Source: an optimization exercise on an open RTL-to-GDS flow (aim: small area, a short achievable clock period and few clock cycles per item). Production flows keep margins and buffers that such runs may drop.
No functional check of the RTL was part of any run shown here.

===== flow/flow/run.sh =====
#!/bin/bash
bash standard.sh "BUFFER_PORTS_ARGS=-buffer_cell sky130_fd_sc_hd__buf_1" finish > standard_flow.log 2>&1

===== flow/standard.sh =====
#!/bin/bash
# synth_recipe.tcl (not shown) runs the flow's synth.tcl, then flattens the netlist and writes it again
# the make line also repeats each setting of config.mk as NAME=value (left out here)
make -C /OpenROAD-flow-scripts/flow DESIGN_CONFIG=/design/flow/config.mk WORK_HOME=/design/flow/orfs CLKGATE_MAP_FILE= SYNTH_SCRIPT=/design/flow/synth_recipe.tcl "${@:-finish}"

===== flow/config.mk =====
export PLATFORM = sky130hd
export DESIGN_NAME = ldsdk_pll
export DESIGN_NICKNAME = ldsdk_pll
export VERILOG_FILES = /design/flow/design.v
export SDC_FILE = /design/flow/constraint.sdc
export NUM_CORES = 4
export LEC_CHECK = 0
export ABC_AREA = 1
export CAP_MARGIN = 20
export CORE_MARGIN = 2
export CORE_UTILIZATION = 40
export SLEW_MARGIN = 20

===== flow/constraint.sdc =====
create_clock -name core_clock -period 70.0 [get_ports {clk}]
set_input_delay 14.0000 -clock core_clock [delete_from_list [all_inputs] [get_ports {clk}]]
set_output_delay 14.0000 -clock core_clock [all_outputs]
set_load 0.01 [all_outputs]

===== flow/design.v =====
module ldsdk_divc #(
    parameter integer N = 8,
    parameter integer D = 3
) (
    input  wire         neg,
    input  wire [N-1:0] x,
    output wire [N-1:0] q,
    output wire [D-1:0] r
);
    wire [D-1:0] st [0:N];
    assign st[N] = neg ? ({{(D-1){1'b0}}, 1'b1} << (D - 1)) : {{(D-1){1'b0}}, 1'b1};
    genvar i, j;
    generate
        for (i = N - 1; i >= 0; i = i - 1) begin : g_bit
            wire [D-1:0] cur = st[i+1];
            wire [D-1:0] nxt;
            wire [D-1:0] qterm;
            for (j = 0; j < D; j = j + 1) begin : g_st
                localparam integer R0 = ((j % 2) == 0) ? (j / 2) : ((j + D) / 2);
                localparam integer R1 = ((j % 2) == 1) ? ((j - 1) / 2) : ((j + D - 1) / 2);
                assign nxt[j] = x[i] ? cur[R1] : cur[R0];
                assign qterm[j] = (2 * j >= D) ? cur[j] :
                                  (2 * j + 1 >= D) ? (cur[j] & x[i]) : 1'b0;
            end
            assign q[i] = |qterm;
            assign st[i] = nxt;
        end
    endgenerate
    assign r = st[0];
endmodule
module ldsdk_pll #(
    parameter integer P_TICKS   = 240000,
    parameter integer REF_POINT = 1000,
    parameter integer TC        = 10,
    parameter integer K_CLIP    = 2,
    parameter integer G_LEAD    = 3,
    parameter integer G_CLIP    = 1,
    parameter integer G_INT     = 24,
    parameter integer SCALE     = 5,
    parameter integer TRIM_BITS = 10
) (
    input  wire                 clk,
    input  wire                 rst,
    input  wire                 in_valid,
    output wire                 in_ready,
    input  wire [15:0]          in_fn,
    input  wire [31:0]          in_t,
    input  wire                 in_wait_sync,
    input  wire                 in_sf_valid,
    input  wire [15:0]          in_sf_frame,
    output reg                  done,
    output reg                  start,
    output reg  [TRIM_BITS-1:0] trim_out,
    output reg                  sat,
    output wire [31:0]          phase,
    output wire [31:0]          err,
    output reg  [15:0]          last_fn,
    output wire [31:0]          last_fts,
    output reg                  fault
);
    function [32:0] add_rc;
        input [31:0] a;
        input [31:0] b;
        input        cin;
        integer i;
        reg c;
        begin
            c = cin;
            for (i = 0; i < 32; i = i + 1) begin
                add_rc[i] = a[i] ^ b[i] ^ c;
                c = (a[i] & b[i]) | (a[i] & c) | (b[i] & c);
            end
            add_rc[32] = c;
        end
    endfunction
    function [32:0] add_pf;
        input [31:0] a;
        input [31:0] b;
        input        cin;
        integer i, l, s;
        reg [31:0] g, p, gg, pp, g2, p2;
        begin
            g = a & b;
            p = a ^ b;
            gg = g;
            pp = p;
            gg[0] = g[0] | (p[0] & cin);
            for (l = 0; l < 5; l = l + 1) begin
                g2 = gg;
                p2 = pp;
                for (i = 0; i < 32; i = i + 1) begin
                    if (((i >> l) & 1) == 1) begin
                        s = ((i >> l) << l) - 1;
                        g2[i] = gg[i] | (pp[i] & gg[s]);
                        p2[i] = pp[i] & pp[s];
                    end
                end
                gg = g2;
                pp = p2;
            end
            add_pf[0] = p[0] ^ cin;
            for (i = 1; i < 32; i = i + 1)
                add_pf[i] = p[i] ^ gg[i-1];
            add_pf[32] = gg[31];
        end
    endfunction
    function ge_u;
        input [39:0] a;
        input [39:0] b;
        integer i;
        reg r;
        begin
            r = 1'b1;
            for (i = 0; i < 40; i = i + 1)
                r = (a[i] & ~b[i]) | (~(a[i] ^ b[i]) & r);
            ge_u = r;
        end
    endfunction
    assign in_ready = 1'b1;
    reg        v1;
    reg [31:0] t1;
    reg [15:0] fn1;
    reg        g1;
    always @(posedge clk) begin
        v1  <= !rst && in_valid;
        t1  <= in_t;
        fn1 <= in_fn;
        g1  <= in_wait_sync && (!in_sf_valid || (in_sf_frame == in_fn));
    end
    wire [24:0] th = t1[31:7];
    wire [6:0]  tl = t1[6:0];
    wire [7:0]  tlp_c = add_rc({25'd0, tl}, 32'd24, 1'b0);
    wire [6:0]  tlp = tlp_c[6:0];
    wire        bw  = !tlp_c[7];
    wire [12:0] rs_a, rs_b;
wire cs_1 = th[0] ^ th[11] ^ !th[14];
wire cs_2 = (th[0] & th[11]) | (th[0] & !th[14]) | (th[11] & !th[14]);
wire cs_3 = th[1] ^ th[12] ^ !th[14];
wire cs_4 = (th[1] & th[12]) | (th[1] & !th[14]) | (th[12] & !th[14]);
wire cs_5 = !th[17] ^ th[20];
wire cs_6 = !th[17] & th[20];
wire cs_7 = th[2] ^ th[11] ^ th[13];
wire cs_8 = (th[2] & th[11]) | (th[2] & th[13]) | (th[11] & th[13]);
wire cs_9 = th[15] ^ !th[18] ^ th[21];
wire cs_10 = (th[15] & !th[18]) | (th[15] & th[21]) | (!th[18] & th[21]);
wire cs_11 = !th[22] ^ !th[23];
wire cs_12 = !th[22] & !th[23];
wire cs_13 = th[3] ^ th[11] ^ th[12];
wire cs_14 = (th[3] & th[11]) | (th[3] & th[12]) | (th[11] & th[12]);
wire cs_15 = !th[14] ^ th[15] ^ !th[16];
wire cs_16 = (!th[14] & th[15]) | (!th[14] & !th[16]) | (th[15] & !th[16]);
wire cs_17 = !th[19] ^ !th[23] ^ !th[24];
wire cs_18 = (!th[19] & !th[23]) | (!th[19] & !th[24]) | (!th[23] & !th[24]);
wire cs_19 = th[4] ^ th[12] ^ th[13];
wire cs_20 = (th[4] & th[12]) | (th[4] & th[13]) | (th[12] & th[13]);
wire cs_21 = th[15] ^ !th[16] ^ !th[17];
wire cs_22 = (th[15] & !th[16]) | (th[15] & !th[17]) | (!th[16] & !th[17]);
wire cs_23 = th[5] ^ th[11] ^ th[13];
wire cs_24 = (th[5] & th[11]) | (th[5] & th[13]) | (th[11] & th[13]);
wire cs_25 = !th[14] ^ th[15];
wire cs_26 = !th[14] & th[15];
wire cs_27 = th[6] ^ th[12] ^ !th[14];
wire cs_28 = (th[6] & th[12]) | (th[6] & !th[14]) | (th[12] & !th[14]);
wire cs_29 = th[15] ^ !th[16] ^ !th[18];
wire cs_30 = (th[15] & !th[16]) | (th[15] & !th[18]) | (!th[16] & !th[18]);
wire cs_31 = !th[19] ^ th[20];
wire cs_32 = !th[19] & th[20];
wire cs_33 = th[7] ^ th[11] ^ th[13];
wire cs_34 = (th[7] & th[11]) | (th[7] & th[13]) | (th[11] & th[13]);
wire cs_35 = !th[14] ^ !th[17] ^ !th[19];
wire cs_36 = (!th[14] & !th[17]) | (!th[14] & !th[19]) | (!th[17] & !th[19]);
wire cs_37 = th[20] ^ th[21] ^ !th[23];
wire cs_38 = (th[20] & th[21]) | (th[20] & !th[23]) | (th[21] & !th[23]);
wire cs_39 = th[8] ^ th[12] ^ !th[14];
wire cs_40 = (th[8] & th[12]) | (th[8] & !th[14]) | (th[12] & !th[14]);
wire cs_41 = th[15] ^ !th[18] ^ th[20];
wire cs_42 = (th[15] & !th[18]) | (th[15] & th[20]) | (!th[18] & th[20]);
wire cs_43 = th[21] ^ !th[24];
wire cs_44 = th[21] & !th[24];
wire cs_45 = th[9] ^ th[13] ^ th[15];
wire cs_46 = (th[9] & th[13]) | (th[9] & th[15]) | (th[13] & th[15]);
wire cs_47 = cs_1 ^ th[15] ^ !th[16];
wire cs_48 = (cs_1 & th[15]) | (cs_1 & !th[16]) | (th[15] & !th[16]);
wire cs_49 = cs_3 ^ cs_5 ^ th[21];
wire cs_50 = (cs_3 & cs_5) | (cs_3 & th[21]) | (cs_5 & th[21]);
wire cs_51 = !th[22] ^ !th[23];
wire cs_52 = !th[22] & !th[23];
wire cs_53 = cs_7 ^ cs_9 ^ cs_11;
wire cs_54 = (cs_7 & cs_9) | (cs_7 & cs_11) | (cs_9 & cs_11);
wire cs_55 = !th[24] ^ cs_4 ^ cs_6;
wire cs_56 = (!th[24] & cs_4) | (!th[24] & cs_6) | (cs_4 & cs_6);
wire cs_57 = cs_13 ^ cs_15 ^ cs_17;
wire cs_58 = (cs_13 & cs_15) | (cs_13 & cs_17) | (cs_15 & cs_17);
wire cs_59 = cs_8 ^ cs_10 ^ cs_12;
wire cs_60 = (cs_8 & cs_10) | (cs_8 & cs_12) | (cs_10 & cs_12);
wire cs_61 = cs_19 ^ cs_21 ^ !th[24];
wire cs_62 = (cs_19 & cs_21) | (cs_19 & !th[24]) | (cs_21 & !th[24]);
wire cs_63 = cs_14 ^ cs_16 ^ cs_18;
wire cs_64 = (cs_14 & cs_16) | (cs_14 & cs_18) | (cs_16 & cs_18);
wire cs_65 = cs_23 ^ cs_25 ^ !th[17];
wire cs_66 = (cs_23 & cs_25) | (cs_23 & !th[17]) | (cs_25 & !th[17]);
wire cs_67 = !th[18] ^ cs_20 ^ cs_22;
wire cs_68 = (!th[18] & cs_20) | (!th[18] & cs_22) | (cs_20 & cs_22);
wire cs_69 = cs_27 ^ cs_29 ^ cs_31;
wire cs_70 = (cs_27 & cs_29) | (cs_27 & cs_31) | (cs_29 & cs_31);
wire cs_71 = !th[22] ^ cs_24 ^ cs_26;
wire cs_72 = (!th[22] & cs_24) | (!th[22] & cs_26) | (cs_24 & cs_26);
wire cs_73 = cs_33 ^ cs_35 ^ cs_37;
wire cs_74 = (cs_33 & cs_35) | (cs_33 & cs_37) | (cs_35 & cs_37);
wire cs_75 = cs_28 ^ cs_30 ^ cs_32;
wire cs_76 = (cs_28 & cs_30) | (cs_28 & cs_32) | (cs_30 & cs_32);
wire cs_77 = cs_39 ^ cs_41 ^ cs_43;
wire cs_78 = (cs_39 & cs_41) | (cs_39 & cs_43) | (cs_41 & cs_43);
wire cs_79 = cs_34 ^ cs_36 ^ cs_38;
wire cs_80 = (cs_34 & cs_36) | (cs_34 & cs_38) | (cs_36 & cs_38);
wire cs_81 = cs_45 ^ !th[19] ^ th[21];
wire cs_82 = (cs_45 & !th[19]) | (cs_45 & th[21]) | (!th[19] & th[21]);
wire cs_83 = cs_40 ^ cs_42 ^ cs_44;
wire cs_84 = (cs_40 & cs_42) | (cs_40 & cs_44) | (cs_42 & cs_44);
wire cs_85 = cs_47 ^ th[20];
wire cs_86 = cs_47 & th[20];
wire cs_87 = cs_49 ^ cs_51 ^ cs_2;
wire cs_88 = (cs_49 & cs_51) | (cs_49 & cs_2) | (cs_51 & cs_2);
wire cs_89 = cs_53 ^ cs_55 ^ cs_50;
wire cs_90 = (cs_53 & cs_55) | (cs_53 & cs_50) | (cs_55 & cs_50);
wire cs_91 = cs_57 ^ cs_59 ^ cs_54;
wire cs_92 = (cs_57 & cs_59) | (cs_57 & cs_54) | (cs_59 & cs_54);
wire cs_93 = cs_61 ^ cs_63 ^ cs_58;
wire cs_94 = (cs_61 & cs_63) | (cs_61 & cs_58) | (cs_63 & cs_58);
wire cs_95 = cs_65 ^ cs_67 ^ cs_62;
wire cs_96 = (cs_65 & cs_67) | (cs_65 & cs_62) | (cs_67 & cs_62);
wire cs_97 = cs_69 ^ cs_71 ^ cs_66;
wire cs_98 = (cs_69 & cs_71) | (cs_69 & cs_66) | (cs_71 & cs_66);
wire cs_99 = cs_73 ^ cs_75 ^ cs_70;
wire cs_100 = (cs_73 & cs_75) | (cs_73 & cs_70) | (cs_75 & cs_70);
wire cs_101 = cs_77 ^ cs_79 ^ cs_74;
wire cs_102 = (cs_77 & cs_79) | (cs_77 & cs_74) | (cs_79 & cs_74);
wire cs_103 = cs_81 ^ cs_83 ^ cs_78;
wire cs_104 = (cs_81 & cs_83) | (cs_81 & cs_78) | (cs_83 & cs_78);
wire cs_105 = th[10] ^ cs_46 ^ cs_82;
wire cs_106 = (th[10] & cs_46) | (th[10] & cs_82) | (cs_46 & cs_82);
wire cs_107 = cs_85 ^ !th[22];
wire cs_108 = cs_85 & !th[22];
wire cs_109 = cs_87 ^ cs_48 ^ cs_86;
wire cs_110 = (cs_87 & cs_48) | (cs_87 & cs_86) | (cs_48 & cs_86);
wire cs_111 = cs_89 ^ cs_52 ^ cs_88;
wire cs_112 = (cs_89 & cs_52) | (cs_89 & cs_88) | (cs_52 & cs_88);
wire cs_113 = cs_91 ^ cs_56 ^ cs_90;
wire cs_114 = (cs_91 & cs_56) | (cs_91 & cs_90) | (cs_56 & cs_90);
wire cs_115 = cs_93 ^ cs_60 ^ cs_92;
wire cs_116 = (cs_93 & cs_60) | (cs_93 & cs_92) | (cs_60 & cs_92);
wire cs_117 = cs_95 ^ cs_64 ^ cs_94;
wire cs_118 = (cs_95 & cs_64) | (cs_95 & cs_94) | (cs_64 & cs_94);
wire cs_119 = cs_97 ^ cs_68 ^ cs_96;
wire cs_120 = (cs_97 & cs_68) | (cs_97 & cs_96) | (cs_68 & cs_96);
wire cs_121 = cs_99 ^ cs_72 ^ cs_98;
wire cs_122 = (cs_99 & cs_72) | (cs_99 & cs_98) | (cs_72 & cs_98);
wire cs_123 = cs_101 ^ cs_76 ^ cs_100;
wire cs_124 = (cs_101 & cs_76) | (cs_101 & cs_100) | (cs_76 & cs_100);
wire cs_125 = cs_103 ^ cs_80 ^ cs_102;
wire cs_126 = (cs_103 & cs_80) | (cs_103 & cs_102) | (cs_80 & cs_102);
wire cs_127 = cs_105 ^ cs_84 ^ cs_104;
wire cs_128 = (cs_105 & cs_84) | (cs_105 & cs_104) | (cs_84 & cs_104);
assign rs_a = {1'b0, cs_106, cs_127, cs_125, cs_123, cs_121, cs_119, cs_117, cs_115, cs_113, cs_111, cs_109, cs_107};
assign rs_b = {1'b0, cs_128, cs_126, cs_124, cs_122, cs_120, cs_118, cs_116, cs_114, cs_112, cs_110, cs_108, !bw};
    wire [12:0] rs = add_pf({19'd0, rs_a}, {19'd0, rs_b}, 1'b0);
    wire k1 = ge_u({27'd0, rs}, 3269) || (tlp[6] && (rs == 13'd3268));
    wire k2 = ge_u({27'd0, rs}, 5144) || (tlp[6] && (rs == 13'd5143));
    wire k3 = ge_u({27'd0, rs}, 7019) || (tlp[6] && (rs == 13'd7018));
    wire km = !(ge_u({27'd0, rs}, 1394) || (tlp[6] && (rs == 13'd1393)));
    wire [10:0] kc = km ? 11'd1592 : k3 ? 11'd236 : k2 ? 11'd63 : k1 ? 11'd1938 : 11'd1765;
    wire [10:0] ph_hi = add_rc({21'd0, rs[10:0]}, {21'd0, kc}, 1'b0);
    reg        v2;
    reg [17:0] ph2;      
    reg [24:0] th2;
    reg [15:0] fn2;
    reg        g2;
    always @(posedge clk) begin
        v2  <= !rst && v1;
        ph2 <= {ph_hi, tlp};
        th2 <= th;
        fn2 <= fn1;
        g2  <= g1;
    end
    reg [21:0] lpr;      
    reg [17:0] qr;       
    reg        ir;       
    reg        nzr;      
    reg [25:0] u_q;      
    reg [2:0]  v_q;
    reg [4:0]  r_q;
    reg        flt;      
    wire [21:0] ph2x = {{4{ph2[17]}}, ph2};
    wire [21:0] qnx  = ~{{4{qr[17]}}, qr};
    wire [21:0] l_s  = lpr ^ qnx ^ ph2x;
    wire [21:0] l_c  = (lpr & qnx) | (lpr & ph2x) | (qnx & ph2x);
    wire [21:0] lp   = add_pf({10'd0, l_s}, {10'd0, l_c[20:0], !ir}, 1'b0);
    wire [19:0] q10b;
    wire [4:0]  r10;
    ldsdk_divc #(.N(20), .D(5)) u_d10 (.neg(lp[21]), .x(lp[20:1]), .q(q10b), .r(r10));
    wire nz10 = !r10[0] || lp[0];
    wire [13:0] y3q;
    wire [2:0]  y3r;
    ldsdk_divc #(.N(14), .D(3)) u_y3 (.neg(ph2[17]), .x(ph2[16:3]), .q(y3q), .r(y3r));
    wire [13:0] y5q;
    wire [4:0]  y5r;
    ldsdk_divc #(.N(14), .D(5)) u_y5 (.neg(ph2[17]), .x(y3q), .q(y5q), .r(y5r));
    wire [2:0] pb = {y5r[4], y5r[3] | y5r[2], y5r[3] | y5r[1]};
    wire [1:0] r3 = {y3r[2], y3r[1]};
    wire [4:0] pc = {r3, ph2[2:0]};
    wire [5:0] rr = add_rc({27'd0, r_q}, {27'd0, pc}, 1'b0);
    wire       cr = rr[5] || (rr[4] && rr[3]);                  
    wire [4:0] rn = cr ? add_rc({27'd0, rr[4:0]}, 32'd8, 1'b0) : rr[4:0];    
    wire [3:0] vv = add_rc({29'd0, v_q}, {29'd0, pb}, cr);
    wire       cv = vv[3] || (vv[2] && (vv[1] || vv[0]));       
    wire [2:0] vn = cv ? add_rc({29'd0, vv[2:0]}, 32'd3, 1'b0) : vv[2:0];    
    wire [11:0] u_hi  = u_q[25:14];
    wire [11:0] u_hp1 = add_rc({20'd0, u_hi}, 32'd1, 1'b0);
    wire [11:0] u_hp2 = add_rc({20'd0, u_hi}, 32'd2, 1'b0);
    wire [11:0] u_hm1 = add_rc({20'd0, u_hi}, 32'hFFFFFFFF, 1'b0);
    wire [11:0] u_hm2 = add_rc({20'd0, u_hi}, 32'hFFFFFFFE, 1'b0);
    wire [14:0] un_lo = add_pf({18'd0, u_q[13:0]}, {18'd0, y5q[13:0]}, cv);
    wire        un_up = un_lo[14] && !ph2[17];       
    wire        un_dn = !un_lo[14] && ph2[17];       
    wire [11:0] un_hi = un_up ? u_hp1 : un_dn ? u_hm1 : u_hi;
    wire [25:0] un = {un_hi, un_lo[13:0]};
    wire [11:0] hmax = 12'd1092;
    wire [11:0] hmin = 12'hBBB;         
    wire [21:0] lo_n = {un_lo[13:0], vn, rn};
    wire lo_gt = ge_u({18'd0, lo_n}, {14'd4369, 3'd0, 5'd8});
    wire lo_lt = !ge_u({18'd0, lo_n}, {14'd12014, 3'd4, 5'd16});
    wire gt_p = ge_u({28'd0, u_hp1 ^ 12'h800}, (hmax + 12'd1) ^ 12'h800);
    wire gt_0 = ge_u({28'd0, u_hi  ^ 12'h800}, (hmax + 12'd1) ^ 12'h800);
    wire gt_m = ge_u({28'd0, u_hm1 ^ 12'h800}, (hmax + 12'd1) ^ 12'h800);
    wire lt_p = !ge_u({28'd0, u_hp1 ^ 12'h800}, hmin ^ 12'h800);
    wire lt_0 = !ge_u({28'd0, u_hi  ^ 12'h800}, hmin ^ 12'h800);
    wire lt_m = !ge_u({28'd0, u_hm1 ^ 12'h800}, hmin ^ 12'h800);
    wire eqx_p = (u_hp1 == hmax), eqx_0 = (u_hi == hmax), eqx_m = (u_hm1 == hmax);
    wire eqn_p = (u_hp1 == hmin), eqn_0 = (u_hi == hmin), eqn_m = (u_hm1 == hmin);
    wire h_gt  = un_up ? gt_p  : un_dn ? gt_m  : gt_0;
    wire h_lt  = un_up ? lt_p  : un_dn ? lt_m  : lt_0;
    wire h_eqx = un_up ? eqx_p : un_dn ? eqx_m : eqx_0;
    wire h_eqn = un_up ? eqn_p : un_dn ? eqn_m : eqn_0;
    wire it_ovf = h_gt || (h_eqx && lo_gt) || h_lt || (h_eqn && lo_lt);
    wire        bw2 = ph2[6] || ph2[5] || (ph2[4] && ph2[3]);
    wire [24:0] fts_n = add_rc({7'd0, th2}, {7'd0, ~{{14{ph2[17]}}, ph2[17:7]}}, !bw2);
    always @(posedge clk) begin
        if (rst) begin
            lpr <= 22'd0;
            qr  <= 18'd0;
            ir  <= 1'b0;
            nzr <= 1'b0;
            u_q <= 26'd0;
            v_q <= 3'd0;
            r_q <= 5'd0;
            flt <= 1'b0;
        end else if (v2 && !flt) begin
            lpr <= lp;
            qr  <= {lp[21], q10b[16:0]};
            ir  <= lp[21] && nz10;
            nzr <= nz10;
            if (it_ovf) begin
                flt <= 1'b1;
            end else begin
                u_q <= un;
                v_q <= vn;
                r_q <= rn;
            end
        end
    end
    reg        v3;
    reg        pw3;      
    reg        ok3;      
    reg [17:0] ph3;
    reg [24:0] fts3;
    reg [15:0] fn3;
    reg        g3;
    always @(posedge clk) begin
        v3   <= !rst && v2;
        pw3  <= !flt;
        ok3  <= !flt && !it_ovf;
        ph3  <= ph2;
        fts3 <= fts_n;
        fn3  <= fn2;
        g3   <= g2;
    end
    wire [16:0] a3q;
    wire [2:0]  a3r;
    ldsdk_divc #(.N(17), .D(3)) u_a3 (.neg(qr[17]), .x(qr[16:0]), .q(a3q), .r(a3r));
    wire [16:0] a5q;
    wire [4:0]  a5r;
    ldsdk_divc #(.N(17), .D(5)) u_a5 (.neg(qr[17]), .x(a3q), .q(a5q), .r(a5r));
    wire [13:0] al3 = a5q[13:0];
    wire [2:0]  r53 = {a5r[4], a5r[3] | a5r[2], a5r[3] | a5r[1]};
    wire n23 = qr[17] && (!a3r[0] || nzr);
    wire n1 = u_q[25] && (r_q != 5'd0);
    wire [2:0] cl2  = ph3[17] ? 3'd0 : (ph3 != 18'd0) ? 3'd4 : 3'd2;
    wire [3:0] sg_a = add_rc({29'd0, r53}, {29'd0, v_q}, n1);
    wire [3:0] sg2  = add_rc({28'd0, sg_a}, {29'd0, cl2}, n23);
    wire [14:0] p_lo = add_rc({18'd0, u_q[13:0]}, {18'd0, al3}, 1'b0);
    wire        p_up = p_lo[14] && !al3[13];
    wire        p_dn = !p_lo[14] && al3[13];
    wire [11:0] p_hi = p_up ? u_hp1 : p_dn ? u_hm1 : u_hi;
    wire p_hneg  = p_hi[11];
    wire p_hz    = (p_hi == 12'd0);
    wire p_hm1   = (p_hi == 12'hFFF);
    wire p_lones = (p_lo[13:2] == 12'hFFF);
    wire p_lzero = (p_lo[13:2] == 12'd0);
    wire p_z     = p_hz && p_lzero && (p_lo[1:0] == 2'd0);
    wire p_m1    = p_hm1 && p_lones && (p_lo[1:0] == 2'd3);
    wire p_m2    = p_hm1 && p_lones && (p_lo[1:0] == 2'd2);
    wire sg_lt0  = !ge_u({36'd0, sg2}, 2);
    wire sg_lt5  = !ge_u({36'd0, sg2}, 7);
    wire sg_lt10 = !ge_u({36'd0, sg2}, 12);
    wire s_neg   = p_z ? sg_lt0 : p_m1 ? sg_lt5 : p_m2 ? sg_lt10 : p_hneg;
    reg [2:0] dd;
    always @* begin
        case ({s_neg, sg2})
            5'h00, 5'h01:                      dd = 3'b111;
            5'h02, 5'h03, 5'h04, 5'h05, 5'h06: dd = 3'd0;
            5'h07, 5'h08, 5'h09, 5'h0A, 5'h0B: dd = 3'd1;
            5'h0C, 5'h0D, 5'h0E, 5'h0F:        dd = 3'd2;
            5'h10, 5'h11, 5'h12:               dd = 3'd0;
            5'h13, 5'h14, 5'h15, 5'h16, 5'h17: dd = 3'd1;
            5'h18, 5'h19, 5'h1A, 5'h1B, 5'h1C: dd = 3'd2;
            default:                           dd = 3'd3;
        endcase
    end
    wire [2:0]  e_l2  = add_rc({30'd0, p_lo[1:0]}, {30'd0, dd[1:0]}, 1'b0);
    wire        e_c2  = e_l2[2] && !dd[2];               
    wire        e_b2  = !e_l2[2] && dd[2];               
    wire [12:0] e_mi  = add_rc({20'd0, p_lo[13:2]}, 32'd1, 1'b0);
    wire [12:0] e_md  = add_rc({20'd0, p_lo[13:2]}, 32'h00000FFF, 1'b0);
    wire [11:0] e_mid = e_c2 ? e_mi[11:0] : e_b2 ? e_md[11:0] : p_lo[13:2];
    wire        e_ci  = e_c2 && p_lones;                 
    wire        e_bi  = e_b2 && p_lzero;                 
    wire        k_p2  = p_up && e_ci;
    wire        k_p1  = (p_up && !e_ci && !e_bi) || (!p_up && !p_dn && e_ci);
    wire        k_m1  = (p_dn && !e_ci && !e_bi) || (!p_up && !p_dn && e_bi);
    wire        k_m2  = p_dn && e_bi;
    wire [11:0] e_hi  = k_p2 ? u_hp2 : k_p1 ? u_hp1 : k_m1 ? u_hm1 : k_m2 ? u_hm2 : u_hi;
    wire [25:0] e     = {e_hi, e_mid, e_l2[1:0]};
    wire e_hi_s = !e[25] && ge_u({14'd0, e}, 513);           
    wire e_lo_s = e[25] && !ge_u({14'd0, e}, 26'h3FFFE01);   
    wire [9:0] e_neg = add_rc({22'd0, ~e[9:0]}, 32'd0, 1'b1);
    reg [17:0] phase_q;
    reg [25:0] err_q;
    reg [24:0] fts_q;
    reg        fts_w;
    assign phase    = {{14{phase_q[17]}}, phase_q};
    assign err      = {{6{err_q[25]}}, err_q};
    assign last_fts = {fts_q, fts_w, fts_w, 1'b0, fts_w, 3'b000};
    always @(posedge clk) begin
        if (rst) begin
            done     <= 1'b0;
            start    <= 1'b0;
            trim_out <= {TRIM_BITS{1'b0}};
            sat      <= 1'b0;
            phase_q  <= 18'd0;
            err_q    <= 26'd0;
            last_fn  <= 16'd0;
            fts_q    <= 25'd0;
            fts_w    <= 1'b0;
            fault    <= 1'b0;
        end else begin
            done  <= v3;
            start <= v3 && ok3 && g3;
            if (v3) begin
                fault <= !ok3;
                if (pw3) phase_q <= ph3;
                if (ok3) begin
                    err_q    <= e;
                    sat      <= e_hi_s || e_lo_s;
                    trim_out <= e_lo_s ? 10'h1FF : e_hi_s ? 10'h200 : e_neg;
                    last_fn  <= fn3;
                    fts_q    <= fts3;
                    fts_w    <= 1'b1;
                end
            end
        end
    end
endmodule

==> out/summary.txt, run 1 <==
Status - timing/DRC/antenna clean
Most common cell in the netlist - nand2_1
Top-area cell type share of the netlist area - 29.5%
CP Depth - 77
Max incr delay on CP - 630 ps
Critical path buffers and inverters - 11
Total grt overflow - 0
Largest area contributor in the netlist - dfxtp_1
Pre-antenna DRT Iters - 7
Crit path time final - 15730 ps
First-pass GRT wire length - 97700 um
Synth area leaders - dfxtp_1, fa_1, nand2_1
Starting density of the core - 40.4%
Slew HR - 29.7%
Cell variety after synth - 66
Gate Count Post-Synth - 3174
Final Worst Setup Slack - 54270 ps
Unrepaired setup endpoints after global routing - false
Maximum clock rate - 0.0636 GHz
FF-to-FF Start - qr[17]
DRC - 0
CP top delay family - adder cells
Root Buffer - clkbuf_16
Setup crit end kind - flip-flop
Clock buffer count from CTS - 38
Number of fill cells - 5971
Synth Flop Type - dfxtp_1
R2r endpoint - trim_out[3]
Worst hold path type - flip-flop to flip-flop
Largest net degree at the start of global routing - 110
DRT antenna net count - 0
Dpl cells - 4051
Resized cells post-CTS - 0
Syn-to-layout area delta - 11.0%
DP HPWL - 48100 um
Vias in the first global route - 18900
Hold Slack - 324 ps
Setup WS pre-CTS - 54130 ps
Actual slew at the worst max-slew pin - 1050 ps
Routed via count - 20400
CTS Buffer Depth - 3
Final Net Count - 3682
Worst-Skew Late Latency - 570 ps
# hold bufs at CTS - 0
Gpl congestion - 0.915
Post-synth ARST share - 0%
Antenna cells - 0
Ports - 196
Critical Path Start - qr[17]
Register-to-register setup slack - 54270 ps
Post-synth EDFFs - 0
Syn. warnings - 6
Depth of the most critical reg-to-reg path - 77
TritonCTS clock tree - built
I/O Buffers - 190
Register area share after synthesis - 29.5%
CP max-delay cell - dfxtp_1
Worst setup endpoint - trim_out[3]
Initial antenna violation count - 0
Synthesized flop and latch total - 350
Final std cells w/o fill - 4120
Period utilization - 22.5%
Largest fanout on the critical path - 13
Die ar. - 61300 um^2
MaxCap Viol Count - 0
1st-iter DRT viols - 1170
Die width - 248 um
Mapped Area - 23700 um^2
Endpoints failing setup - 0
Mean area per synthesized cell - 7.48 um^2
Skew final - 21.1 ps
Postcts setup bufs - 0
DR WL/cell - 14.9 um
Sink Count - 350
Kind of critical path - flip-flop to flip-flop
Die Ht - 248 um
Top post-synthesis cells by count - nand2_1, inv_1, dfxtp_1, o21ai_0, nor2_1
CP Launch Type - flip-flop
Layout cells sized above 1 - 5.26%
Drt via density - 4.95
Setup TNS - 0 ps
CORE AREA - 58800 um^2
Critical path arrival - 16140 ps
Worst EP required - 70400 ps
Final Hold Viols - 0
Worst-path clk slew - 60 ps
Min-delay src - fn2[11]
Final wirelength - 61300 um
Row count - 89
Pins Over Slew Limit - 0
H-tree Lvls - 2
All-Layer GR Usage - 19.9%
cells in the final DEF (no fill, tap or decap), types with 5 or more instances in the layout:
cell	count
a21boi_0	7
a21o_1	8
a21oi_1	133
a21oi_2	5
a221oi_1	9
a22oi_1	9
a31oi_1	14
buf_1	189
buf_4	9
clkbuf_16	38
clkbuf_8	9
clkinv_2	7
conb_1	5
dfxtp_1	350
fa_1	150
ha_1	145
inv_1	499
inv_2	17
mux2i_1	6
nand2_1	584
nand2_2	30
nand3_1	222
nand3_2	20
nand3b_1	6
nand4_1	25
nor2_1	238
nor3_1	28
nor4_1	13
o211ai_1	22
o21ai_0	323
o21ai_1	56
o221ai_1	8
o31ai_1	7
o41ai_1	7
or2_1	7
or2_2	11
xnor2_1	26
xor2_1	28
worst reg2reg max path: cells and delay by family (launching register included):
| family | cells | cell delay [ps] |
|---|---|---|
| fa+ha+maj | 18 | 6640 |
| compound gates | 24 | 3880 |
| simple gates | 23 | 2830 |
| buf+inv | 11 | 1340 |
| flops | 1 | 630 |
| mux | 1 | 290 |
metrics by stage:
step	instance area (um^2)	util, %
5_1_grt	26300	44.8
4_1_cts	26300	44.8
3_3_place_gp	25000	42.6
3_5_place_dp	25000	42.6
6_report	26300	44.8
2_1_floorplan	23700	-
per-layer routing:
| metal | global-route usage (%) | up-vias | part of all wire, % |
|---|---|---|---|
| met5 | 0 | - | 0 |
| met4 | 6.27 | 0 | 2.8 |
| li1 | - | 10600 | - |
| met3 | 2.40 | 86 | 3.9 |
| met1 | 26.9 | 9315 | 46 |
| met2 | 33.2 | 420 | 47 |
state kept, by name, summed over array words and instances (netlist names), 21 cells and up:
signal  flops
fts_q      25
th2        25
u_q        26
err_q      26
t1         32
fts3       25
lpr        21
cell families after synthesis:
kind of cell,after synthesis,synth area share [%]
buffers and inverters,619,10.3
adders and majority gates,295,20.3
other,2,0.0316
xor gates and xnor gates,57,2.34
and+or+nand+nor,1203,22.2
muxes,6,0.253
DFF,350,29.5
AOI/OAI and AO/OA,642,15.1
final cells by class:
cell class                 instances  area [um^2]  share of cell area, %
multi-input combinational       2208        14300                   54.3
sequential                       350         7010                   26.6
inverter                         521         1960                   7.43
clock buffer                      50         1090                   4.12
tap                              773          967                   3.67
timing repair buffer             199          782                   2.97
clock inverter                    19          239                  0.907
worst min path at each step:
stage                   end  depth (start not counted)  slack [ps]
CTS                 fn3[11]                          0         320
global route        fn3[11]                          0         330
finish              fn3[11]                          0         320
detailed placement   fn2[5]                          0         310
floorplan            fn2[0]                          0         310
global placement    fn2[12]                          0         310
==> run 2: changes to the inputs <==
--- a/flow/design.v
+++ b/flow/design.v
@@ -292,7 +292,15 @@
     reg        flt;      
+    reg        sz;
+    wire [21:0] lpr_z = sz ? 22'd0 : lpr;
+    wire [17:0] qr_z  = sz ? 18'd0 : qr;
+    wire        ir_z  = !sz && ir;
+    wire [25:0] u_z   = sz ? 26'd0 : u_q;
+    wire [2:0]  v_z   = sz ? 3'd0 : v_q;
+    wire [4:0]  r_z   = sz ? 5'd0 : r_q;
+    wire        flt_z = !sz && flt;
     wire [21:0] ph2x = {{4{ph2[17]}}, ph2};
-    wire [21:0] qnx  = ~{{4{qr[17]}}, qr};
-    wire [21:0] l_s  = lpr ^ qnx ^ ph2x;
-    wire [21:0] l_c  = (lpr & qnx) | (lpr & ph2x) | (qnx & ph2x);
-    wire [21:0] lp   = add_pf({10'd0, l_s}, {10'd0, l_c[20:0], !ir}, 1'b0);
+    wire [21:0] qnx  = ~{{4{qr_z[17]}}, qr_z};
+    wire [21:0] l_s  = lpr_z ^ qnx ^ ph2x;
+    wire [21:0] l_c  = (lpr_z & qnx) | (lpr_z & ph2x) | (qnx & ph2x);
+    wire [21:0] lp   = add_pf({10'd0, l_s}, {10'd0, l_c[20:0], !ir_z}, 1'b0);
     wire [19:0] q10b;
@@ -310,9 +318,9 @@
     wire [4:0] pc = {r3, ph2[2:0]};
-    wire [5:0] rr = add_rc({27'd0, r_q}, {27'd0, pc}, 1'b0);
+    wire [5:0] rr = add_rc({27'd0, r_z}, {27'd0, pc}, 1'b0);
     wire       cr = rr[5] || (rr[4] && rr[3]);                  
     wire [4:0] rn = cr ? add_rc({27'd0, rr[4:0]}, 32'd8, 1'b0) : rr[4:0];    
-    wire [3:0] vv = add_rc({29'd0, v_q}, {29'd0, pb}, cr);
+    wire [3:0] vv = add_rc({29'd0, v_z}, {29'd0, pb}, cr);
     wire       cv = vv[3] || (vv[2] && (vv[1] || vv[0]));       
     wire [2:0] vn = cv ? add_rc({29'd0, vv[2:0]}, 32'd3, 1'b0) : vv[2:0];    
-    wire [11:0] u_hi  = u_q[25:14];
+    wire [11:0] u_hi  = u_z[25:14];
     wire [11:0] u_hp1 = add_rc({20'd0, u_hi}, 32'd1, 1'b0);
@@ -321,3 +329,3 @@
     wire [11:0] u_hm2 = add_rc({20'd0, u_hi}, 32'hFFFFFFFE, 1'b0);
-    wire [14:0] un_lo = add_pf({18'd0, u_q[13:0]}, {18'd0, y5q[13:0]}, cv);
+    wire [14:0] un_lo = add_pf({18'd0, u_z[13:0]}, {18'd0, y5q[13:0]}, cv);
     wire        un_up = un_lo[14] && !ph2[17];       
@@ -347,12 +355,9 @@
     always @(posedge clk) begin
-        if (rst) begin
-            lpr <= 22'd0;
-            qr  <= 18'd0;
-            ir  <= 1'b0;
-            nzr <= 1'b0;
-            u_q <= 26'd0;
-            v_q <= 3'd0;
-            r_q <= 5'd0;
-            flt <= 1'b0;
-        end else if (v2 && !flt) begin
+        if (rst)
+            sz <= 1'b1;
+        else if (v2)
+            sz <= 1'b0;
+    end
+    always @(posedge clk) begin
+        if (v2 && !flt_z) begin
             lpr <= lp;
@@ -361,5 +366,4 @@
             nzr <= nz10;
-            if (it_ovf) begin
-                flt <= 1'b1;
-            end else begin
+            flt <= it_ovf;
+            if (!it_ovf) begin
                 u_q <= un;
@@ -379,4 +383,4 @@
         v3   <= !rst && v2;
-        pw3  <= !flt;
-        ok3  <= !flt && !it_ovf;
+        pw3  <= !flt_z;
+        ok3  <= !flt_z && !it_ovf;
         ph3  <= ph2;
==> out/summary.txt, run 2 <==
Layout cells sized above 1 - 4.82% (was 5.26%)
First-pass GRT wire length - 96500 um (was 97700 um)
Status - timing/DRC/antenna clean (unchanged)
Syn. warnings - 6 (unchanged)
Final wirelength - 60200 um (was 61300 um)
Routed met1 length - 26500 um (was 28400 um)
Routed via count - 19500 (was 20400)
Dpl cells - 3892 (was 4051)
1st-iter DRT viols - 1252 (was 1170)
Vias in the first global route - 18400 (was 18900)
Most common cell in the netlist - nand2_1 (unchanged)
Reg with most FFs - t1 (unchanged)
Setup WS pre-CTS - 54590 ps (was 54130 ps)
Starting density of the core - 40.6% (was 40.4%)
Mean area per synthesized cell - 7.82 um^2 (was 7.48 um^2)
Die Ht - 246 um (was 248 um)
DRC - 0 (unchanged)
Crit path time final - 15410 ps (was 15730 ps)
Synth Flop Type - dfxtp_1 (unchanged)
Worst-path clk slew - 60 ps (about the same)
Drt via density - 4.92 (was 4.95)
Commonest non-fill, non-tap cell in the layout - nand2_1 (unchanged)
Pre-antenna DRT Iters - 7 (unchanged)
Initial antenna violation count - 0 (unchanged)
Die width - 246 um (was 248 um)
# hold bufs at CTS - 0 (unchanged)
Worst-Skew Late Latency - 590 ps (was 570 ps)
Mapped Area - 23500 um^2 (was 23700 um^2)
Gpl congestion - 0.939 (was 0.915)
CP Launch Type - flip-flop (unchanged)
CORE AREA - 57800 um^2 (was 58800 um^2)
Actual slew at the worst max-slew pin - 918 ps (was 1050 ps)
Final Hold Viols - 0 (unchanged)
Ports - 196 (unchanged)
Max reg flops - 32 (unchanged)
Hold Slack - 324 ps (about the same)
Kind of critical path - flip-flop to flip-flop (unchanged)
Largest regs - t1 x32, err_q x26, u_q x26 (unchanged)
Setup TNS - 0 ps (unchanged)
Skew final - 41.2 ps (was 21.1 ps)
Gate Count Post-Synth - 3001 (was 3174)
Antenna cells - 0 (unchanged)
Slew HR - 38.8% (was 29.7%)
Wire length on met2 - 29400 um (was 28800 um)
Top layer in use - met4 (unchanged)
Pins Over Slew Limit - 0 (unchanged)
Sink Count - 351 (was 350)
MaxCap Viol Count - 0 (unchanged)
Top-area cell type share of the netlist area - 23.5% (was 29.5%)
Final Net Count - 3531 (was 3682)
Period utilization - 22.0% (was 22.5%)
Largest area contributor in the netlist - dfxtp_1 (unchanged)
Total grt overflow - 0 (unchanged)
Max incr delay on CP - 620 ps (was 630 ps)
All-Layer GR Usage - 19.8% (was 19.9%)
DR WL/cell - 15.2 um (was 14.9 um)
Root Buffer - clkbuf_16 (unchanged)
CTS Buffer Depth - 3 (unchanged)
Worst EP required - 70490 ps (was 70400 ps)
Row count - 88 (was 89)
DP HPWL - 48100 um (about the same)
Leading cell types in the layout, fill and taps excluded - nand2_1, inv_1, nor2_1 (was nand2_1, inv_1, dfxtp_1)
Post-synth ARST share - 0% (unchanged)
Critical path arrival - 15900 ps (was 16140 ps)
DRT antenna net count - 0 (unchanged)
Die ar. - 60600 um^2 (was 61300 um^2)
Met3 wire length - 2920 um (was 2410 um)
Unrepaired setup endpoints after global routing - false (unchanged)
Final std cells w/o fill - 3962 (was 4120)
Critical Path Most Common Cell - nand2_1
Clock buffer count from CTS - 40 (was 38)
Syn-to-layout area delta - 11.4% (was 11.0%)
Synth area leaders - dfxtp_1, fa_1, edfxtp_1 (was dfxtp_1, fa_1, nand2_1)
CP max-delay cell - a21oi_2 (was dfxtp_1)
Largest net degree at the start of global routing - 90 (was 110)
Setup crit end kind - flip-flop (unchanged)
Endpoints failing setup - 0 (unchanged)
Register area share after synthesis - 33.2% (was 29.5%)
Post-synth EDFFs - 76 (was 0)
Synthesized flop and latch total - 351 (was 350)
H-tree Lvls - 2 (unchanged)
I/O Buffers - 190 (unchanged)
Cell variety after synth - 68 (was 66)
Number of fill cells - 5830 (was 5971)
Final Worst Setup Slack - 54590 ps (was 54270 ps)
Maximum clock rate - 0.0649 GHz (was 0.0636 GHz)
Top post-synthesis cells by count - nand2_1, inv_1, nor2_1, dfxtp_1, nand3_1 (was nand2_1, inv_1, dfxtp_1, o21ai_0, nor2_1)
Largest fanout on the critical path - 21 (was 13)
Postcts setup bufs - 0 (unchanged)
Resized cells post-CTS - 0 (unchanged)
Worst hold path type - flip-flop to flip-flop (unchanged)
TritonCTS clock tree - built (unchanged)
==> run 2: path summary, 6_finish.rpt <==
kind	end	from	slack [ps]	cells after the start
worst min register to register	ph2[1]	t1[1]	320	0
worst max-delay path	trim_out[4]	qr[17]	54590	74
worst min-delay path	ph2[1]	t1[1]	320	0
worst max register to register	trim_out[4]	qr[17]	54590	74
==> run 2: through the flow <==
stage / util [%] / area (um^2)
after floorplan: - / 23500
after global placement: 42.9 / 24800
after detailed placement: 42.9 / 24800
after CTS: 45.2 / 26200
after global routing: 45.2 / 26200
final: 45.2 / 26200
==> run 2: area by class of cell <==
cell class	instances	area, um^2	share of cell area, %
Sequential cell	351	7790	29.8
Timing Repair Buffer	200	788	3.01
Clock buffer	48	1100	4.22
Multi-Input combinational cell	2044	13300	50.8
Inverter	532	2000	7.65
Clock inverter	22	231	0.885
Tap cell	765	957	3.66
==> run 2: logic make-up (layout without fill, tap and decap cells) <==
kind of cell	after synthesis	count (layout)	share of synthesized area (%)
and+or+nand+nor	1194	1194	21.7
adders and majority gates	293	293	20.4
DFF	351	351	33.2
other	2	5	0.0320
AOI/OAI and AO/OA	489	489	11.8
xor gates and xnor gates	53	53	2.11
muxes	10	10	0.432
buffers and inverters	609	802	10.4
==> run 2: per-layer routing <==
layer	track usage, %	up-vias
met5	0	-
met4	5.49	0
met3	3.18	95
met2	34.4	418
met1	25.5	8982
li1	-	10000
==> run 2: critical path: cells and delay by family, from the launching register on <==
family                     cells  cell delay (ps)
AOI/OAI and AO/OA             21             4220
adders and majority gates     17             6590
buffers and inverters          8              880
DFF                            1              470
and+or+nand+nor               28             3160
==> run 3: changes to the inputs <==
--- a/flow/config.mk
+++ b/flow/config.mk
@@ -11,2 +11,4 @@
 export CORE_UTILIZATION = 40
+export CTS_CLUSTER_DIAMETER = 80
+export CTS_CLUSTER_SIZE = 18
 export SLEW_MARGIN = 20
==> out/summary.txt, run 3 <==
First-pass GRT wire length - 96000 um (was 96500 um)
Gpl congestion - 0.939 (unchanged)
Final Net Count - 3518 (was 3531)
Synth Flop Type - dfxtp_1 (unchanged)
# hold bufs at CTS - 0 (unchanged)
CP max-delay cell - dfxtp_1 (was a21oi_2)
CP top delay family - flip-flops (was adder cells)
TritonCTS clock tree - built (unchanged)
Row count - 88 (unchanged)
DR WL/cell - 15.2 um (about the same)
Worst hold path type - flip-flop to flip-flop (unchanged)
Synthesized flop and latch total - 351 (unchanged)
I/O Buffers - 190 (unchanged)
Setup crit end kind - primary output (was flip-flop)
Die ar. - 60600 um^2 (unchanged)
Mux share of post-synthesis cell area - 0.432% (unchanged)
Largest fanout on the critical path - 16 (was 21)
Initial antenna violation count - 0 (unchanged)
Hold Path Cell Cnt - 0 (unchanged)
Worst EP required - 56000 ps (was 70490 ps)
H-tree Lvls - 1 (was 2)
Maximum clock rate - 0.0648 GHz (was 0.0649 GHz)
Max reg flops - 32 (unchanged)
Syn. warnings - 6 (unchanged)
Post-synth ARST share - 0% (unchanged)
Sink Count - 351 (unchanged)
Top post-synthesis cells by count - nand2_1, inv_1, nor2_1, dfxtp_1, nand3_1 (unchanged)
DP HPWL - 48100 um (unchanged)
All-Layer GR Usage - 19.7% (was 19.8%)
Endpoints failing setup - 0 (unchanged)
1st-iter DRT viols - 1328 (was 1252)
Die width - 246 um (unchanged)
CP Depth - 1 (was 74)
Cells along the critical path - buf_1
Synth Area in XOR/XNOR - 2.11% (unchanged)
Critical path buffers and inverters - 1 (was 8)
Final wirelength - 59800 um (was 60200 um)
Commonest non-fill, non-tap cell in the layout - nand2_1 (unchanged)
Starting density of the core - 40.6% (unchanged)
Most common cell in the netlist - nand2_1 (unchanged)
Compound-Gate Fraction of Synth Area - 11.8% (unchanged)
Critical path arrival - 1420 ps (was 15900 ps)
Status - timing/DRC/antenna clean (unchanged)
Post-synth EDFFs - 76 (unchanged)
Reg with most FFs - t1 (unchanged)
DRT antenna net count - 0 (unchanged)
Setup TNS - 0 ps (unchanged)
MaxCap Viol Count - 0 (unchanged)
Root Buffer - clkbuf_16 (unchanged)
Largest net degree at the start of global routing - 90 (unchanged)
Worst-Skew Late Latency - 600 ps (was 590 ps)
Crit path time final - 15420 ps (was 15410 ps)
Die Ht - 246 um (unchanged)
Largest family of logic cells by synthesized area - simple AND/OR/NAND/NOR gates (unchanged)
Gate Count Post-Synth - 3001 (unchanged)
Antenna cells - 0 (unchanged)
Adder-Cell Fraction of Synth Area - 20.4% (unchanged)
Kind of critical path - flip-flop to primary output (was flip-flop to flip-flop)
Postcts setup bufs - 0 (unchanged)
Simple-Gate Fraction of Synth Area - 21.7% (unchanged)
Slew HR - 39.1% (was 38.8%)
Routed via count - 19400 (was 19500)
Clock buffer count from CTS - 27 (was 40)
Vias in the first global route - 18200 (was 18400)
Mapped Area - 23500 um^2 (unchanged)
Skew final - 22.2 ps (was 41.2 ps)
CP Launch Type - flip-flop (unchanged)
Max incr delay on CP - 630 ps (was 620 ps)
Drt via density - 4.92 (about the same)
CORE AREA - 57800 um^2 (unchanged)
Period utilization - 22.0% (about the same)
Largest regs - t1 x32, err_q x26, u_q x26 (unchanged)
Number of fill cells - 5863 (was 5830)
Syn-to-layout area delta - 9.27% (was 11.4%)
Layout cells sized above 1 - 3.94% (was 4.82%)
Final Hold Viols - 0 (unchanged)
Actual slew at the worst max-slew pin - 914 ps (was 918 ps)
Depth of the most critical reg-to-reg path - 72 (was 74)
Mean area per synthesized cell - 7.82 um^2 (unchanged)
Unrepaired setup endpoints after global routing - false (unchanged)
Resized cells post-CTS - 0 (unchanged)
DRC - 0 (unchanged)
Leading cell types in the layout, fill and taps excluded - nand2_1, inv_1, nor2_1 (unchanged)
Synth area leaders - dfxtp_1, fa_1, edfxtp_1 (unchanged)
Hold Slack - 319 ps (was 324 ps)
Ports - 196 (unchanged)
Pins Over Slew Limit - 0 (unchanged)
Largest area contributor in the netlist - dfxtp_1 (unchanged)
Total grt overflow - 0 (unchanged)
Cell variety after synth - 68 (unchanged)
Pre-antenna DRT Iters - 6 (was 7)
Register area share after synthesis - 33.2% (unchanged)
Top-area cell type share of the netlist area - 23.5% (unchanged)
Worst-path clk slew - 80 ps (was 60 ps)
CTS Buffer Depth - 3 (unchanged)
[run 3: changes by cell type in the layout (fill, tap and decap cells not counted), moves of 2 or more]
cell / change
inv_12: +2
clkbuf_1: +2
clkbuf_16: -15
clkinv_2: -6
inv_4: -5
clkinvlp_4: -4
clkbuf_8: -2
bufinv_16: -2
[run 3: final timing paths]
check              startpoint          end  slack [ps]
setup / recovery  phase_q[17]    phase[17]       54580
hold reg to reg         t1[1]       ph2[1]         320
hold / removal          t1[1]       ph2[1]         320
setup reg to reg       qr[17]  trim_out[4]       54590
[run 3: cells by family (layout without fill, tap and decap cells)]
kind of cell	Yosys count	count (layout)
flops	351	351
other cells	2	5
compound gates	489	489
fa+ha+maj	293	293
buf+inv	609	775
xor+xnor	53	53
simple gates	1194	1194
mux	10	10
[run 3: area by class of cell]
| class | instances | area (um^2) | area share [%] |
|---|---|---|---|
| clock inverters | 10 | 128 | 0.498 |
| multi-input cells | 2044 | 13300 | 51.8 |
| repair buffers | 200 | 788 | 3.07 |
| well taps | 765 | 957 | 3.73 |
| flip-flops and latches | 351 | 7790 | 30.4 |
| clock buffers | 33 | 708 | 2.76 |
| inverters | 532 | 2000 | 7.79 |
[run 3: per-layer routing]
layer / up-vias / GRT usage [%] / part of all wire (%)
met4: 0 / 4.20 / 1.8
met1: 8925 / 25.8 / 45
met3: 77 / 2.61 / 4.5
li1: 9979 / - / -
met2: 379 / 34.5 / 49
met5: - / 0 / 0
[run 3: stage by stage]
stage	area, um^2	cells	setup slack (ps)	util, %
2_1_floorplan	23500	3004	54960	-
5_1_grt	25700	3935	53160	44.4
4_1_cts	25700	3935	54540	44.4
6_report	25700	3935	54580	44.4
3_5_place_dp	24800	3892	54590	42.9
3_3_place_gp	24800	3892	54570	42.9
==> run 4: changes to the inputs <==
--- a/flow/design.v
+++ b/flow/design.v
@@ -403,3 +403,3 @@
     wire [3:0] sg2  = add_rc({28'd0, sg_a}, {29'd0, cl2}, n23);
-    wire [14:0] p_lo = add_rc({18'd0, u_q[13:0]}, {18'd0, al3}, 1'b0);
+    wire [14:0] p_lo = add_pf({18'd0, u_q[13:0]}, {18'd0, al3}, 1'b0);
     wire        p_up = p_lo[14] && !al3[13];
--- a/flow/config.mk
+++ b/flow/config.mk
@@ -11,4 +11,2 @@
 export CORE_UTILIZATION = 40
-export CTS_CLUSTER_DIAMETER = 80
-export CTS_CLUSTER_SIZE = 18
 export SLEW_MARGIN = 20
==> out/summary.txt, run 4 <==
Status - timing/DRC/antenna clean (unchanged)
Final Net Count - 3606 (was 3518)
DR WL/cell - 14.8 um (was 15.2 um)
Synth Flop Type - dfxtp_1 (unchanged)
Final wirelength - 59900 um (was 59800 um)
Critical path arrival - 1380 ps (was 1420 ps)
TritonCTS clock tree - built (unchanged)
DRC - 0 (unchanged)
Pins Over Slew Limit - 0 (unchanged)
MaxCap Viol Count - 0 (unchanged)
Die width - 249 um (was 246 um)
Most common cell in the netlist - nand2_1 (unchanged)
Final Hold Viols - 0 (unchanged)
Post-synth ARST share - 0% (unchanged)
Die ar. - 61900 um^2 (was 60600 um^2)
All-Layer GR Usage - 19.3% (was 19.7%)
Resized cells post-CTS - 0 (unchanged)
CORE AREA - 59100 um^2 (was 57800 um^2)
Register area share after synthesis - 32.5% (was 33.2%)
Drt via density - 4.89 (was 4.92)
Worst hold path type - flip-flop to flip-flop (unchanged)
Top-area cell type share of the netlist area - 23.0% (was 23.5%)
Actual slew at the worst max-slew pin - 884 ps (was 914 ps)
Cells along the critical path - buf_1 (unchanged)
Row count - 89 (was 88)
Syn. warnings - 6 (unchanged)
Cell variety after synth - 71 (was 68)
Largest regs - t1 x32, err_q x26, u_q x26 (unchanged)
First-pass GRT wire length - 97600 um (was 96000 um)
Largest net degree at the start of global routing - 45 (was 90)
Die Ht - 249 um (was 246 um)
DRT antenna net count - 0 (unchanged)
Worst-Skew Late Latency - 600 ps (about the same)
Ports - 196 (unchanged)
CTS Buffer Depth - 3 (unchanged)
Commonest non-fill, non-tap cell in the layout - nand2_1 (unchanged)
Gate Count Post-Synth - 3074 (was 3001)
Pre-antenna DRT Iters - 6 (unchanged)
Routed via count - 19800 (was 19400)
CP max-delay cell - dfxtp_1 (unchanged)
Multi-input gate area - 13800 um^2 (was 13300 um^2)
Maximum clock rate - 0.0650 GHz (was 0.0648 GHz)
Synth area leaders - dfxtp_1, fa_1, nand2_1 (was dfxtp_1, fa_1, edfxtp_1)
Layout cells sized above 1 - 4.82% (was 3.94%)
Endpoints failing setup - 0 (unchanged)
Max incr delay on CP - 590 ps (was 630 ps)
Reg area - 7790 um^2 (about the same)
Mapped Area - 24000 um^2 (was 23500 um^2)
Root Buffer - clkbuf_16 (unchanged)
CP top delay family - flip-flops (unchanged)
Max reg flops - 32 (unchanged)
Worst-path clk slew - 60 ps (was 80 ps)
Top post-synthesis cells by count - nand2_1, inv_1, dfxtp_1, nand3_1, o21ai_0 (was nand2_1, inv_1, nor2_1, dfxtp_1, nand3_1)
Gpl congestion - 0.927 (was 0.939)
Vias in the first global route - 18800 (was 18200)
Skew final - 73.0 ps (was 22.2 ps)
Critical path buffers and inverters - 1 (unchanged)
1st-iter DRT viols - 1206 (was 1328)
Postcts setup bufs - 0 (unchanged)
Setup crit end kind - primary output (unchanged)
Total grt overflow - 0 (unchanged)
Largest area contributor in the netlist - dfxtp_1 (unchanged)
Post-synth EDFFs - 76 (unchanged)
Worst EP required - 56000 ps (about the same)
H-tree Lvls - 2 (was 1)
Kind of critical path - flip-flop to primary output (unchanged)
Starting density of the core - 40.6% (about the same)
I/O Buffers - 190 (unchanged)
Sink Count - 351 (unchanged)
Synthesized flop and latch total - 351 (unchanged)
Crit path time final - 15380 ps (was 15420 ps)
Number of fill cells - 5914 (was 5863)
Mean area per synthesized cell - 7.80 um^2 (was 7.82 um^2)
Reg with most FFs - t1 (unchanged)
Syn-to-layout area delta - 12.0% (was 9.27%)
Setup TNS - 0 ps (unchanged)
Initial antenna violation count - 1 (was 0)
DP HPWL - 48300 um (was 48100 um)
CP Launch Type - flip-flop (unchanged)
# hold bufs at CTS - 0 (unchanged)
Largest fanout on the critical path - 16 (unchanged)
Clock buffer count from CTS - 42 (was 27)
Hold Slack - 322 ps (was 319 ps)
Unrepaired setup endpoints after global routing - false (unchanged)
Period utilization - 22.0% (about the same)
Slew HR - 40.9% (was 39.1%)
Leading cell types in the layout, fill and taps excluded - nand2_1, inv_1, dfxtp_1 (was nand2_1, inv_1, nor2_1)
run 4: layer usage:
metal	vias to the layer above	GRT usage, %	part of all wire [%]
li1	10300	-	-
met1	9038	25.2	46
met2	416	33.8	48
met3	87	2.26	3.9
met4	0	5.49	2.5
met5	-	0	0
run 4: worst paths after layout:
path / slack [ps] / from / cells after the start / to
max: 54620 / phase_q[17] / 1 / phase[24]
min: 320 / fn2[11] / 0 / fn3[11]
max reg2reg: 56670 / qr[17] / 77 / trim_out[9]
min reg2reg: 320 / fn2[11] / 0 / fn3[11]
run 4: cell type report:
| class | count | share of cell area, % |
|---|---|---|
| Tap cell | 773 | 3.60 |
| Sequential cell | 351 | 29.0 |
| Timing Repair Buffer | 198 | 2.88 |
| Clock buffer | 50 | 4.37 |
| Clock inverter | 28 | 1.39 |
| Multi-Input combinational cell | 2114 | 51.3 |
| Inverter | 534 | 7.47 |
| Antenna cell | 1 | 0.00931 |
run 4: logic make-up (layout without fill, tap and decap cells):
group,count (synthesis),count (layout),share of synthesized area [%]
DFF,351,351,32.5
and+or+nand+nor,1262,1262,22.8
xor gates and xnor gates,65,65,2.40
other,2,6,0.0313
adders and majority gates,296,296,19.9
AOI/OAI and AO/OA,475,475,11.8
muxes,11,11,0.511
buffers and inverters,612,810,10.2
run 4: stage by stage:
stage                     cell area (um^2)  setup WS, ps  std cells  util, %
after floorplan                      24000         54550       3077        -
after global placement               25300         54120       3970     42.8
after detailed placement             25300         54080       3970     42.8
after CTS                            26900         54580       4048     45.4
after global routing                 26900         54470       4049     45.4
final                                26900         54620       4049     45.4
==> run 5: changes to the inputs <==
--- a/flow/design.v
+++ b/flow/design.v
@@ -279,3 +279,3 @@
         v2  <= !rst && v1;
-        ph2 <= {ph_hi, tlp};
+        ph2 <= v1 ? {ph_hi, tlp} : 18'd0;
         th2 <= th;
@@ -361,3 +361,6 @@
     always @(posedge clk) begin
-        if (v2 && !flt_z) begin
+        u_q <= un;
+        v_q <= vn;
+        r_q <= rn;
+        if (v2) begin
             lpr <= lp;
@@ -366,8 +369,3 @@
             nzr <= nz10;
-            flt <= it_ovf;
-            if (!it_ovf) begin
-                u_q <= un;
-                v_q <= vn;
-                r_q <= rn;
-            end
+            flt <= flt_z || it_ovf;
         end
--- a/flow/config.mk
+++ b/flow/config.mk
@@ -11,2 +11,4 @@
 export CORE_UTILIZATION = 40
+export CTS_CLUSTER_DIAMETER = 80
+export CTS_CLUSTER_SIZE = 18
 export SLEW_MARGIN = 20
==> out/summary.txt, run 5 <==
Status - timing/DRC/antenna clean (unchanged)
Die ar. - 61400 um^2 (was 61900 um^2)
Final Hold Viols - 0 (unchanged)
All-Layer GR Usage - 19.7% (was 19.3%)
R2r endpoint - trim_out[8] (was trim_out[9])
Skew final - 17.5 ps (was 73.0 ps)
Post-synth EDFFs - 42 (was 76)
Dpl cells - 4008 (was 3970)
Top post-synthesis cells by count - nand2_1, inv_1, dfxtp_1, nand3_1, o21ai_0 (unchanged)
Actual slew at the worst max-slew pin - 906 ps (was 884 ps)
Die Ht - 248 um (was 249 um)
H-tree Lvls - 1 (was 2)
Unrepaired setup endpoints after global routing - false (unchanged)
Antenna cells - 0 (was 1)
CP Launch Type - input port (was flip-flop)
Syn-to-layout area delta - 9.39% (was 12.0%)
Gpl congestion - 0.909 (was 0.927)
Reg with most FFs - t1 (unchanged)
CTS Buffer Depth - 3 (unchanged)
Pre-antenna DRT Iters - 5 (was 6)
Initial antenna violation count - 0 (was 1)
Cells along the critical path - buf_1 > buf_4 > nor2_2 > buf_4 > nand2_1 > a21oi_4 > nand2_1 > nand2_1 (was buf_1)
Pins Over Slew Limit - 0 (unchanged)
Final Worst Setup Slack - 54450 ps (was 54620 ps)
Endpoints failing setup - 0 (unchanged)
Commonest non-fill, non-tap cell in the layout - nand2_1 (unchanged)
Depth of the most critical reg-to-reg path - 77 (unchanged)
Period utilization - 22.2% (was 22.0%)
Worst EP required - 70520 ps (was 56000 ps)
Drt via density - 4.91 (was 4.89)
I/O Buffers - 190 (unchanged)
Row count - 89 (unchanged)
Largest net degree at the start of global routing - 60 (was 45)
Sink Count - 351 (unchanged)
Root Buffer - clkbuf_16 (unchanged)
Critical path arrival - 16070 ps (was 1380 ps)
Setup crit end kind - flip-flop (was primary output)
Layout cells sized above 1 - 3.60% (was 4.82%)
Mean area per synthesized cell - 7.64 um^2 (was 7.80 um^2)
Register-to-register setup slack - 56850 ps (was 56670 ps)
Top-area cell type share of the netlist area - 26.0% (was 23.0%)
Cell variety after synth - 70 (was 71)
Synth area leaders - dfxtp_1, fa_1, nand2_1 (unchanged)
Worst hold path type - flip-flop to flip-flop (unchanged)
DRC - 0 (unchanged)
Largest area contributor in the netlist - dfxtp_1 (unchanged)
Final Net Count - 3631 (was 3606)
Largest fanout on the critical path - 37 (was 16)
Clock buffer count from CTS - 29 (was 42)
Vias in the first global route - 18400 (was 18800)
Syn. warnings - 6 (unchanged)
Number of fill cells - 6014 (was 5914)
Maximum clock rate - 0.0643 GHz (was 0.0650 GHz)
Synthesized flop and latch total - 351 (unchanged)
Min-delay src - fn2[14] (was fn2[11])
Resized cells post-CTS - 0 (unchanged)
Die width - 248 um (was 249 um)
Leading cell types in the layout, fill and taps excluded - nand2_1, inv_1, dfxtp_1 (unchanged)
# hold bufs at CTS - 0 (unchanged)
CORE AREA - 58900 um^2 (was 59100 um^2)
Max incr delay on CP - 650 ps (was 590 ps)
Ports - 196 (unchanged)
FF-to-FF Start - qr[17] (unchanged)
Final std cells w/o fill - 4051 (was 4049)
Synth Flop Type - dfxtp_1 (unchanged)
Setup TNS - 0 ps (unchanged)
CP top delay family - simple AND/OR/NAND/NOR gates (was flip-flops)
run 5: changes by cell type after synthesis, moves of 6 or more:
cell      delta
or2_1        -6
nand2_1     +18
o21ai_0      -8
dfxtp_1     +34
a32o_1      +35
edfxtp_1    -34
inv_1       +16
a22o_1      -37
o21ai_1     +14
nor2_1      +14
run 5: worst max path at each step:
stage	from	end	slack (ps)	depth (start not counted)
finish	rst	trim_out[6]	54450	8
global route	rst	trim_out[5]	54240	8
CTS	rst	trim_out[1]	54440	8
detailed placement	rst	trim_out[1]	53830	8
global placement	rst	trim_out[0]	53870	8
floorplan	rst	err_q[25]	54750	6
run 5: worst register-to-register path: cells and delay by family, from the launching register on:
family,cells,cell delay [ps]
muxes,1,210
adders and majority gates,13,3280
and+or+nand+nor,32,3490
buffers and inverters,8,1040
xor gates and xnor gates,1,250
DFF,1,460
AOI/OAI and AO/OA,22,4290
run 5: kinds of logic after synthesis:
family                   after synthesis  synth area share [%]
flip-flops                           351                  31.3
multiplexers                          12                 0.505
AO/OA/AOI/OAI                        475                  12.0
other                                  2                0.0316
XOR/XNOR                              62                  2.36
adder cells (fa/ha/maj)              296                  20.0
AND/OR/NAND/NOR                     1285                  23.2
buffers and inverters                629                  10.5
run 5: area by class of cell:
cell class                      instances  area [um^2]  area share [%]
Multi-Input combinational cell       2135        13800            53.3
Sequential cell                       351         7450            28.6
Inverter                              550         2070            7.94
Tap cell                              773          967            3.72
Timing Repair Buffer                  199          781            3.00
Clock buffer                           31          754            2.90
Clock inverter                         12          139           0.534
run 5: stage by stage:
stage,hold slack [ps],cell area (um^2)
after floorplan,310,23800
after global placement,310,25100
after detailed placement,312,25100
after CTS,328,26000
after global routing,336,26000
final,327,26000
run 5: per-layer routing:
layer  wire, um  GRT usage [%]  vias to the layer above
met3       2340           1.98                       76
met5          0              0                        -
met2      28000           32.4                      380
met4       1220           4.07                        0
met1      29000           27.9                     9127
li1           -              -                    10300

[what the ideal ports hide]
Ports are ideal in the flow. The routed layouts listed here were re-timed in OpenROAD.
Step 1, drivers: a clkbuf_16 drives clk and a buf_2 each remaining input, both assumed.
Step 2 times the ports against the registers' clock, not the clock port: input delays grow and output delays shrink by t, the midpoint of the rising clock arrivals with the driver on.
a / b / c = ideal / step 1 / step 2; a / b = the first two.
run	t (ns)	setup slack, ns	hold WS [ns]	worst setup path after step 2
run 1	0.617	54.265 / 54.265 / 54.064	0.324 / 0.324 / 0.324	input to register
run 2	0.629	54.595 / 54.553 / 54.508	0.324 / 0.324 / 0.324	input to register
run 3	0.646	54.577 / 54.519 / 54.542	0.319 / 0.319 / 0.319	input to register
run 4	0.619	54.623 / 54.569 / 54.042	0.322 / 0.322 / 0.322	input to register
run 5	0.627	54.448 / 54.490 / 53.863	0.327 / 0.327 / 0.327	input to register
After both steps every run listed still meets setup and hold. For run 5, which loses most, drivers alone change the setup slack by +0.042 ns; drivers and shift together by -0.585 ns.
